Source: an optimization exercise on an open RTL-to-GDS flow (aim: small area, a short achievable clock period and few clock cycles). Production flows keep margins and buffers that such runs may drop. The RTL was checked by simulation tests, not by an equivalence proof against the original design.

[flow/run.sh]
#!/bin/bash
# synth_recipe.tcl (not shown) runs the flow's synth.tcl, then flattens the netlist and writes it again
# the make line also repeats each setting of config.mk as NAME=value (left out here)
make -C /OpenROAD-flow-scripts/flow DESIGN_CONFIG=/design/flow/config.mk WORK_HOME=/design/flow/orfs CLKGATE_MAP_FILE= SYNTH_SCRIPT=/design/flow/synth_recipe.tcl finish
[flow/config.mk]
export PLATFORM = sky130hd
export DESIGN_NAME = yasp_rx
export DESIGN_NICKNAME = yasp_rx
export VERILOG_FILES = /design/flow/design.v
export SDC_FILE = /design/flow/constraint.sdc
export NUM_CORES = 4
export LEC_CHECK = 0
export CAP_MARGIN = 40
export CORE_MARGIN = 2
export CORE_UTILIZATION = 40
export SLEW_MARGIN = 30
[flow/design.v]
module yasp_rx (
    input             clk,
    input             rst,
    input             req_valid,
    output            req_ready,
    input      [63:0] req_word,
    output reg        resp_valid,
    output reg  [3:0] resp_status,
    output reg [15:0] resp_value,
    output            hinv_valid,
    output      [7:0] hinv_slot,
    output      [7:0] hinv_href,
    output     [15:0] hinv_id,
    output     [15:0] hinv_poff,
    output     [15:0] hinv_plen,
    output reg        ntc_valid,
    output reg  [2:0] ntc_code,
    input             rx_we,
    input       [3:0] rx_waddr,
    input      [31:0] rx_wdata
);
    localparam [7:0] SYNC_BYTE = 8'hA5;
    localparam [3:0] OP_REGISTER = 4'h1;
    localparam [3:0] OP_PROCESS  = 4'h2;
    localparam [3:0] OP_DISPATCH = 4'h5;
    localparam [3:0] OP_HDONE    = 4'h6;
    localparam [3:0] ST_OK       = 4'd0;
    localparam [3:0] ST_ILLEGAL  = 4'd1;
    localparam [3:0] ST_REG_FULL = 4'd2;
    localparam [3:0] ST_RANGE    = 4'd3;
    localparam [3:0] ST_BUSY     = 4'd4;
    localparam [3:0] ST_STATE    = 4'd5;
    localparam [2:0] OC_NONE    = 3'd0;
    localparam [2:0] OC_NOSYNC  = 3'd2;
    localparam [2:0] OC_CORRUPT = 3'd3;
    localparam [2:0] OC_UNREG   = 3'd4;
    function [31:0] crc4(input [31:0] s, input [31:0] w);
        reg [31:0] c;
        integer i;
        begin
            c = s ^ w;
            for (i = 0; i < 32; i = i + 1)
                c = c[0] ? ((c >> 1) ^ 32'hEDB88320) : (c >> 1);
            crc4 = c;
        end
    endfunction
    reg [31:0] rxw [0:15];
    always @(posedge clk)
        if (rx_we)
            rxw[rx_waddr] <= rx_wdata;
    reg  [5:0] ra;
    wire [1:0] ro  = ra[1:0];
    wire [3:0] wa0 = ra[5:2];
    wire [3:0] wa1 = ra[5:2] + 4'd1;
    wire [3:0] wa2 = ra[5:2] + 4'd2;
    reg [7:0] lane_lo [0:3];    
    reg [7:0] lane_hi [0:3];    
    integer   ln;
    always @(*) begin
        for (ln = 0; ln < 4; ln = ln + 1) begin
            if (ln < ro) begin
                lane_lo[ln] = rxw[wa1][8*ln +: 8];
                lane_hi[ln] = rxw[wa2][8*ln +: 8];
            end else begin
                lane_lo[ln] = rxw[wa0][8*ln +: 8];
                lane_hi[ln] = rxw[wa1][8*ln +: 8];
            end
        end
    end
    wire [7:0] B0 = lane_lo[ro];
    wire [7:0] B1 = lane_lo[ro + 2'd1];
    wire [7:0] B2 = lane_lo[ro + 2'd2];
    wire [7:0] B3 = lane_lo[ro + 2'd3];
    wire [7:0] B4 = lane_hi[ro];
    wire [7:0] B5 = lane_hi[ro + 2'd1];
    wire [7:0] B6 = lane_hi[ro + 2'd2];
    wire [7:0] B7 = lane_hi[ro + 2'd3];
    reg [15:0] reg_id   [0:7];
    reg  [7:0] reg_href [0:7];
    reg  [3:0] reg_count;
    wire [3:0]  op    = req_word[63:60];
    wire [15:0] op_a  = req_word[47:32];
    wire [15:0] op_b  = req_word[31:16];
    wire [15:0] op_c  = req_word[15:0];
    reg legal;
    always @(*) begin
        case (op)
            OP_REGISTER: legal = (op_b == 16'd0) && (op_c[15:8] == 8'd0);
            OP_PROCESS:  legal = (op_c == 16'd0);
            OP_DISPATCH: legal = 1'b1;
            OP_HDONE:    legal = (op_a == 16'd0) && (op_b == 16'd0) && (op_c == 16'd0);
            default:     legal = 1'b0;
        endcase
        if (req_word[59:48] != 12'd0)
            legal = 1'b0;
    end
    wire disp_rng = ({1'b0, op_c} + {1'b0, op_b}) > 17'd64;
    wire proc_rng = ({1'b0, op_a} + {1'b0, op_b}) > 17'd64;
    reg c_idle;       
    reg c_proc;       
    reg c_hinv;       
    reg c_ddone;      
    reg ctx_disp;     
    reg [2:0] hslot;
    reg [6:0] hpoff;
    reg [6:0] hplen;
    assign req_ready  = c_idle | c_hinv;
    wire   accept     = req_valid & req_ready;
    assign hinv_valid = c_hinv;
    assign hinv_slot  = {5'd0, hslot};
    assign hinv_href  = reg_href[hslot];
    assign hinv_id    = reg_id[hslot];
    assign hinv_poff  = {9'd0, hpoff};
    assign hinv_plen  = {9'd0, hplen};
    wire [15:0] lk_key = c_idle ? op_a : {B3, B4};
    reg       lk_found;
    reg [2:0] lk_slot;
    integer   li;
    always @(*) begin
        lk_found = 1'b0;
        lk_slot  = 3'd0;
        for (li = 7; li >= 0; li = li - 1)
            if (li < reg_count && reg_id[li] == lk_key) begin
                lk_found = 1'b1;
                lk_slot  = li[2:0];
            end
    end
    reg        d_hdr;     
    reg        d_crc;     
    reg        d_scan;    
    reg  [6:0] wlen;      
    reg  [6:0] fa;        
    reg  [6:0] rem;       
    reg  [5:0] flm4;      
    reg  [3:0] cnt;       
    reg [31:0] crc;
    reg        f_found;
    reg  [2:0] f_slot;
    wire [15:0] hl      = {B1, B2};
    wire        h_short = rem < 7'd9;
    wire        h_nosync = B0 != SYNC_BYTE;
    wire        h_incomp = {10'd0, rem} < ({1'b0, hl} + 17'd5);
    wire        h_bad    = hl < 16'd4;
    wire        h_four   = hl == 16'd4;
    reg [31:0] c0_w;
    reg [31:0] c0_s;
    always @(*) begin
        case (hl[1:0])
            2'd1: begin c0_w = {B1, 24'd0};     c0_s = 32'hA32E2681; end
            2'd2: begin c0_w = {B2, B1, 16'd0}; c0_s = 32'h9A1C9D90; end
            2'd3: begin c0_w = {B3, B2, B1, 8'd0}; c0_s = 32'hF0958FD9; end
            default: begin c0_w = {B4, B3, B2, B1}; c0_s = 32'hFFFFFFFF; end
        endcase
    end
    wire [2:0]  k0 = (hl[1:0] == 2'd0) ? 3'd4 : {1'b0, hl[1:0]};
    wire [31:0] cm_in   = d_hdr ? (c0_s ^ c0_w) : (crc ^ {B3, B2, B1, B0});
    wire [31:0] cm_next = crc4(cm_in, 32'd0);
    wire        c_last  = cnt == 4'd1;
    wire        c_ok    = ~cm_next == {B4, B5, B6, B7};
    reg        e_go;      
    reg        e_inv;
    reg  [2:0] e_code;
    always @(*) begin
        e_go   = 1'b0;
        e_inv  = 1'b0;
        e_code = OC_NONE;
        if (d_hdr) begin
            if (h_short) begin
                e_go = 1'b1;
            end else if (h_nosync) begin
                e_go = 1'b0;
            end else if (h_incomp) begin
                e_go = 1'b1;
            end else if (h_bad) begin
                e_go = 1'b1; e_code = OC_CORRUPT;
            end
        end else if (d_crc) begin
            if (c_last) begin
                e_go = 1'b1;
                if (!c_ok)
                    e_code = OC_CORRUPT;
                else if (!f_found)
                    e_code = OC_UNREG;
                else
                    e_inv = 1'b1;
            end
        end else if (d_scan) begin
            if (rem == 7'd0 || B0 == SYNC_BYTE) begin
                e_go = 1'b1; e_code = OC_NOSYNC;
            end
        end
    end
    wire stall  = e_go & ~c_proc;
    wire [6:0] f_next = fa + {1'b0, flm4} + 7'd9;
    always @(posedge clk) begin
        if (rst) begin
            d_hdr  <= 1'b0;
            d_crc  <= 1'b0;
            d_scan <= 1'b0;
        end else begin
            if (!stall) begin
                if (d_hdr) begin
                    if (h_short) begin
                        d_hdr <= 1'b0;
                    end else if (h_nosync) begin
                        d_hdr  <= 1'b0;
                        d_scan <= 1'b1;
                        ra     <= ra + 6'd1;
                        rem    <= rem - 7'd1;
                    end else if (h_incomp) begin
                        d_hdr <= 1'b0;
                    end else if (h_bad) begin
                        d_hdr <= 1'b0;
                        rem   <= 7'd0;
                    end else begin
                        d_hdr   <= 1'b0;
                        d_crc   <= 1'b1;
                        flm4    <= hl[5:0] - 6'd4;
                        f_found <= lk_found;
                        f_slot  <= lk_slot;
                        if (h_four) begin
                            crc <= 32'hFFFFFFFF;
                            ra  <= ra + 6'd1;
                            cnt <= 4'd1;
                        end else begin
                            crc <= cm_next;
                            ra  <= ra + 6'd1 + {3'd0, k0};
                            cnt <= hl[5:2] - {3'd0, hl[1:0] == 2'd0};
                        end
                    end
                end
                if (d_crc) begin
                    if (c_last) begin
                        d_crc <= 1'b0;
                        if (c_ok && f_found) begin
                            d_hdr <= 1'b1;
                            fa    <= f_next;
                            ra    <= f_next[5:0];
                            rem   <= rem - {1'b0, flm4} - 7'd9;
                        end else begin
                            rem   <= 7'd0;
                        end
                    end else begin
                        crc <= cm_next;
                        ra  <= ra + 6'd4;
                        cnt <= cnt - 4'd1;
                    end
                end
                if (d_scan) begin
                    if (rem == 7'd0 || B0 == SYNC_BYTE) begin
                        d_scan <= 1'b0;
                    end else begin
                        ra  <= ra + 6'd1;
                        rem <= rem - 7'd1;
                    end
                end
            end
            if (c_idle && accept && legal && op == OP_PROCESS && !proc_rng) begin
                d_hdr <= 1'b1;
                wlen  <= op_b[6:0];
                fa    <= op_a[6:0];
                ra    <= op_a[5:0];
                rem   <= op_b[6:0];
            end
        end
    end
    always @(posedge clk) begin
        if (rst) begin
            c_idle     <= 1'b1;
            c_proc     <= 1'b0;
            c_hinv     <= 1'b0;
            c_ddone    <= 1'b0;
            resp_valid <= 1'b0;
            ntc_valid  <= 1'b0;
            reg_count  <= 4'd0;
        end else begin
            resp_valid  <= 1'b0;
            ntc_valid   <= 1'b0;
            resp_status <= ST_OK;
            resp_value  <= 16'd0;
            if (c_idle) begin
                if (accept) begin
                    resp_valid <= 1'b1;
                    if (!legal) begin
                        resp_status <= ST_ILLEGAL;
                    end else begin
                        case (op)
                        OP_REGISTER:
                            if (reg_count[3]) begin
                                resp_status <= ST_REG_FULL;
                            end else begin
                                reg_id[reg_count[2:0]]   <= op_a;
                                reg_href[reg_count[2:0]] <= op_c[7:0];
                                reg_count  <= reg_count + 4'd1;
                                resp_value <= {12'd0, reg_count};
                            end
                        OP_PROCESS:
                            if (proc_rng) begin
                                resp_status <= ST_RANGE;
                            end else begin
                                resp_valid <= 1'b0;
                                ctx_disp   <= 1'b0;
                                c_idle     <= 1'b0;
                                c_proc     <= 1'b1;
                            end
                        OP_DISPATCH:
                            if (disp_rng) begin
                                resp_status <= ST_RANGE;
                            end else if (lk_found) begin
                                resp_valid <= 1'b0;
                                ctx_disp   <= 1'b1;
                                hslot      <= lk_slot;
                                hpoff      <= op_c[6:0];
                                hplen      <= op_b[6:0];
                                c_idle     <= 1'b0;
                                c_hinv     <= 1'b1;
                            end
                        default:
                            resp_status <= ST_STATE;
                        endcase
                    end
                end
            end
            if (c_hinv && accept) begin
                resp_valid <= 1'b1;
                if (!legal) begin
                    resp_status <= ST_ILLEGAL;
                end else if (op != OP_HDONE) begin
                    resp_status <= ST_BUSY;
                end else begin
                    c_hinv <= 1'b0;
                    if (ctx_disp)
                        c_ddone <= 1'b1;
                    else
                        c_proc  <= 1'b1;
                end
            end
            if (c_ddone) begin
                resp_valid <= 1'b1;
                resp_value <= 16'd1;
                ctx_disp   <= 1'b0;
                c_ddone    <= 1'b0;
                c_idle     <= 1'b1;
            end
            if (c_proc && e_go) begin
                c_proc <= 1'b0;
                if (e_inv) begin
                    hslot  <= f_slot;
                    hpoff  <= fa + 7'd5;
                    hplen  <= {1'b0, flm4};
                    c_hinv <= 1'b1;
                end else begin
                    resp_valid <= 1'b1;
                    resp_value <= {9'd0, (e_code == OC_CORRUPT || e_code == OC_UNREG) ?
                                         wlen : wlen - rem};
                    ntc_valid  <= e_code != OC_NONE;
                    ntc_code   <= e_code;
                    c_idle     <= 1'b1;
                end
            end
        end
    end
endmodule
[flow/constraint.sdc]
create_clock -name core_clock -period 10.0 [get_ports {clk}]
set_input_delay 2.0000 -clock core_clock [delete_from_list [all_inputs] [get_ports {clk}]]
set_output_delay 2.0000 -clock core_clock [all_outputs]
set_load 0.01 [all_outputs]
==> summary.txt <==
Global routing
  – Met3 Resource Use GR: under 10%
  – M1 GR Usage: about 36%
  – Largest net degree at the start of global routing: 60
  – Antenna violations before repair: 7
  – GRT Overall Usage: 27.45%
  – First-pass GRT wire length: between 200 and 300 mm
  – Top Usage Layer GRT: met2
  – Vias in the first global route: between 30000 and 40000
  – GRT Residual Overflow: 0
  – Met2 usage: between 40 and 50%

Worst setup path
  – CP delay by family, top: XOR/XNOR gates
  – Critical path arrival: roughly 10000 ps
  – CP max stage delay: ~620 ps
  – Element type at the critical path end: register
  – Type of origin of the critical path: register
  – Critical path class: register to register
  – Reg2Reg Depth: 30
  – CP most frequent cell: buf_4
  – WP buf/inv: 6
  – Max FO, Critical Path: 21
  – Worst R2R Start: ra[3]
  – Worst Path Required: around 10000 ps
  – Reg2reg setup slack: approximately 530 ps
  – FF-to-FF End: resp_value[1]
  – Slowest-stage cell, CP: xnor3_1

Clocking
  – Clock Latency Late Sink: roughly 760 ps
  – Max H-tree Level: 3
  – CTS tree: yes
  – Clk buf depth: 3
  – Clock transition at the registers of the reported paths: roughly 60 ps
  – Num CTS Buffers: 92
  – Clock Tree Root: clkbuf_16
  – Clock sink total: just over 800

Yosys
  – Synth cell types: 120
  – Ys Warns: 3
  – Cells after Synth: around 4000
  – Synth area leader: edfxtp_1
  – Ys async rst share: 0%
  – Avg Inst Size Synth: around 13 sq um
  – Yosys top cell area share: between 40% and 50%
  – Seq/Total Area, Yosys: 45.60%
  – Number of synthesized flops with an enable pin: 808
  – Top FF cell, synth: edfxtp_1
  – Largest cells by area after synthesis: edfxtp_1 (45%), mux4_2 (15%), xnor2_1 (4.0%)
  – Post-Syn Area: ~0.054 sq mm
  – Seq cells post-synth: 828

Timing
  – Post-route clock period utilization: a little over nine tenths
  – Hold Vio Cnt, Final: 0
  – Fmax: about 0.11 GHz
  – Setup TNS: 0 ps
  – RSZ-0062 raised after global routing: false
  – Least-Margin Pin Slew: around 910 ps
  – PnR worst setup slack: about 530 ps
  – Setup Viol. Count Final: 0
  – Max-slew violation count: 0
  – Fin crit period: around 9500 ps
  – Rel. slew slack: between 30 and 40%
  – Clock skew: between 50 and 60 ps

Finish
  – Final nets: between 4000 and 5000
  – Layout cells sized above 1: a little over a fifth
  – Area Overhead vs Synth: 13.49%

Floorplanning
  – Ports: 195
  – Site Rows: ~130
  – DIE AREA: approximately 0.14 sq mm
  – Core Box Area: around 0.13 sq mm
  – Die X: between 300 and 400 um
  – Die Span Y: 371.7 um
  – Initial Util: roughly 40%

Hold path
  – HP Start: d_scan
  – Hold Path Class: register to register
  – Hold Path Depth: 1
  – Hold path endpoint: d_scan

Place
  – Post-detail-place hpwl: between 100 and 150 mm
  – Port Buf Inserts: 161
  – Routability-driven placement congestion ratio: 1.027
  – Pre-CTS setup slack: about 410 ps

Drt
  – Antenna Nets Post-Route: 0
  – Drt wl/cell: about 32 um
  – Vias/cell: between 6 and 7
  – DRC violations left: 0
  – Routed via count: a little under 40000
  – DR pass1 iterations: 8
  – DRT Wirelength: between 150 and 200 mm
  – Initial drt markers: about 5600

Outcome
  – Status: timing/DRC/antenna clean

Run
  – Number of max-cap violations: 0
==> cell usage after synthesis, types with 16 or more instances <==
cell type / number
edfxtp_1: 808
mux2i_1: 193
a21o_1: 19
mux2_2: 67
a22o_1: 22
buf_6: 28
a22oi_1: 68
o21ai_0: 86
xnor3_1: 48
clkbuf_1: 101
buf_2: 60
buf_1: 21
nor2b_1: 31
and2_1: 35
a31oi_1: 32
o22ai_1: 24
nor4_1: 46
inv_1: 84
a211oi_1: 19
and3_1: 33
dfxtp_1: 20
nor2_1: 188
o211ai_1: 47
o21a_1: 16
a221oi_1: 16
nor3_1: 51
buf_4: 78
xor2_1: 144
nand3_1: 62
mux4_2: 355
a222oi_1: 16
ha_1: 99
o21ai_1: 26
nand4_1: 80
nand2b_1: 29
nand2_1: 234
a21oi_1: 152
xnor2_1: 249
==> worst register-to-register path, delay by kind of cell, from the launching register on <==
family | cells | cell delay [ps]
and+or+nand+nor | 4 | 1580
AOI/OAI and AO/OA | 10 | 1730
xor gates and xnor gates | 6 | 2480
buffers and inverters | 6 | 1310
DFF | 1 | 520
muxes | 2 | 920
adders and majority gates | 2 | 700
==> how the worst max path moves through the flow <==
stage | slack [ps] | startpoint | endpoint | depth (start not counted)
final | 530 | ra[3] | resp_value[1] | 30
after global routing | 40 | ra[3] | resp_value[1] | 31
after CTS | 390 | ra[2] | resp_value[1] | 27
after detailed placement | 410 | ra[3] | resp_value[1] | 27
after global placement | 440 | ra[3] | resp_value[1] | 24
after floorplan | 1230 | ra[1] | ra[2] | 31
==> cell families (layout without fill, tap and decap cells) <==
kind of cell | count (synthesis) | after routing | synth area share [%]
xor gates and xnor gates | 480 | 480 | 9.926
and+or+nand+nor | 874 | 874 | 8.218
DFF | 828 | 828 | 45.60
other | 1 | 36 | 0.006933
buffers and inverters | 382 | 631 | 3.761
AOI/OAI and AO/OA | 719 | 719 | 9.461
muxes | 632 | 632 | 20.52
adders and majority gates | 105 | 105 | 2.512
==> per-stage QoR <==
step	hold slack, ps	instances	instance area, sq um	utilization, %
after floorplan	459.2	4053	54210	-
after global placement	490.5	5874	58080	43.41
after detailed placement	499.8	5891	58270	43.55
after CTS	513.6	6057	61240	45.77
after global routing	541.0	6073	61390	45.88
final	514.1	6073	61390	45.88
==> cell type report <==
type	count	area, sq um
antenna	3	7.507
clock buffer	106	2365
clock inverter	60	604.3
fill	11940	72410
inverter	92	345.3
multi-input combinational	2843	27790
sequential	828	24680
tap	1768	2212
timing repair buffer	373	3383
==> registers in the layout, indices dropped and copies added (netlist names), 3 cells and up, named ones only <==
name         flops
rxw            512
resp_status      3
rem              7
hpoff            7
flm4             6
f_slot           3
reg_href        64
reg_id         128
cnt              4
crc             32
ra               6
wlen             7
hslot            3
reg_count        4
hplen            7
fa               7
resp_value       7
ntc_code         3
==> layer usage <==
layer | share of wire, % | wire (um)
met1 | 38 | 74120
met5 | 0.015 | 28
met2 | 46 | 89560
met4 | 5.1 | 9893
met3 | 10 | 19370
==> layout by cell type, fill, tap and decap left out, drive strengths merged, types with 62 or more instances in the layout <==
cell type	synthesis	routed
a22oi	70	70
mux2i	196	196
mux2	67	67
buf	189	209
edfxtp	808	808
o21ai	113	113
nand4	82	82
a21oi	152	152
xor2	151	151
nand2	236	236
nand3	62	62
inv	87	89
ha	99	99
nor2	190	190
xnor2	265	265
clkdlybuf4s50	0	161
mux4	369	369
clkbuf	101	109
==> timing repair <==
item,in CTS,in global routing
buffers inserted,0,6
hold buffers,0,0
resized for setup,0,6
setup endpoints to repair,0,43
Testbench counts, summed over its fixed seeds: cycles 14,998.

==> what the ideal ports hide <==
The flow's constraints put no driver on any port. The routed layout listed below was extracted and timed again, unchanged, in two steps. Step 1: set_driving_cell puts a clkbuf_16 on clk and a buf_2 on each other input, an assumption about the parent block. Step 2 times the ports against the registers' clock, not the clock port: input delays grow and output delays shrink by t, the midpoint of the rising clock arrivals with the driver on. Three values: no drivers, after step 1, after step 2; two values: the first two.
t, ns: 0.811
setup WS [ns]: 0.535 / 0.535 / 0.535
worst setup path at the end: register to register
After both steps this run still meets setup and hold. For this run, drivers alone change the setup slack by 0.000 ns; drivers and shift together by 0.000 ns.
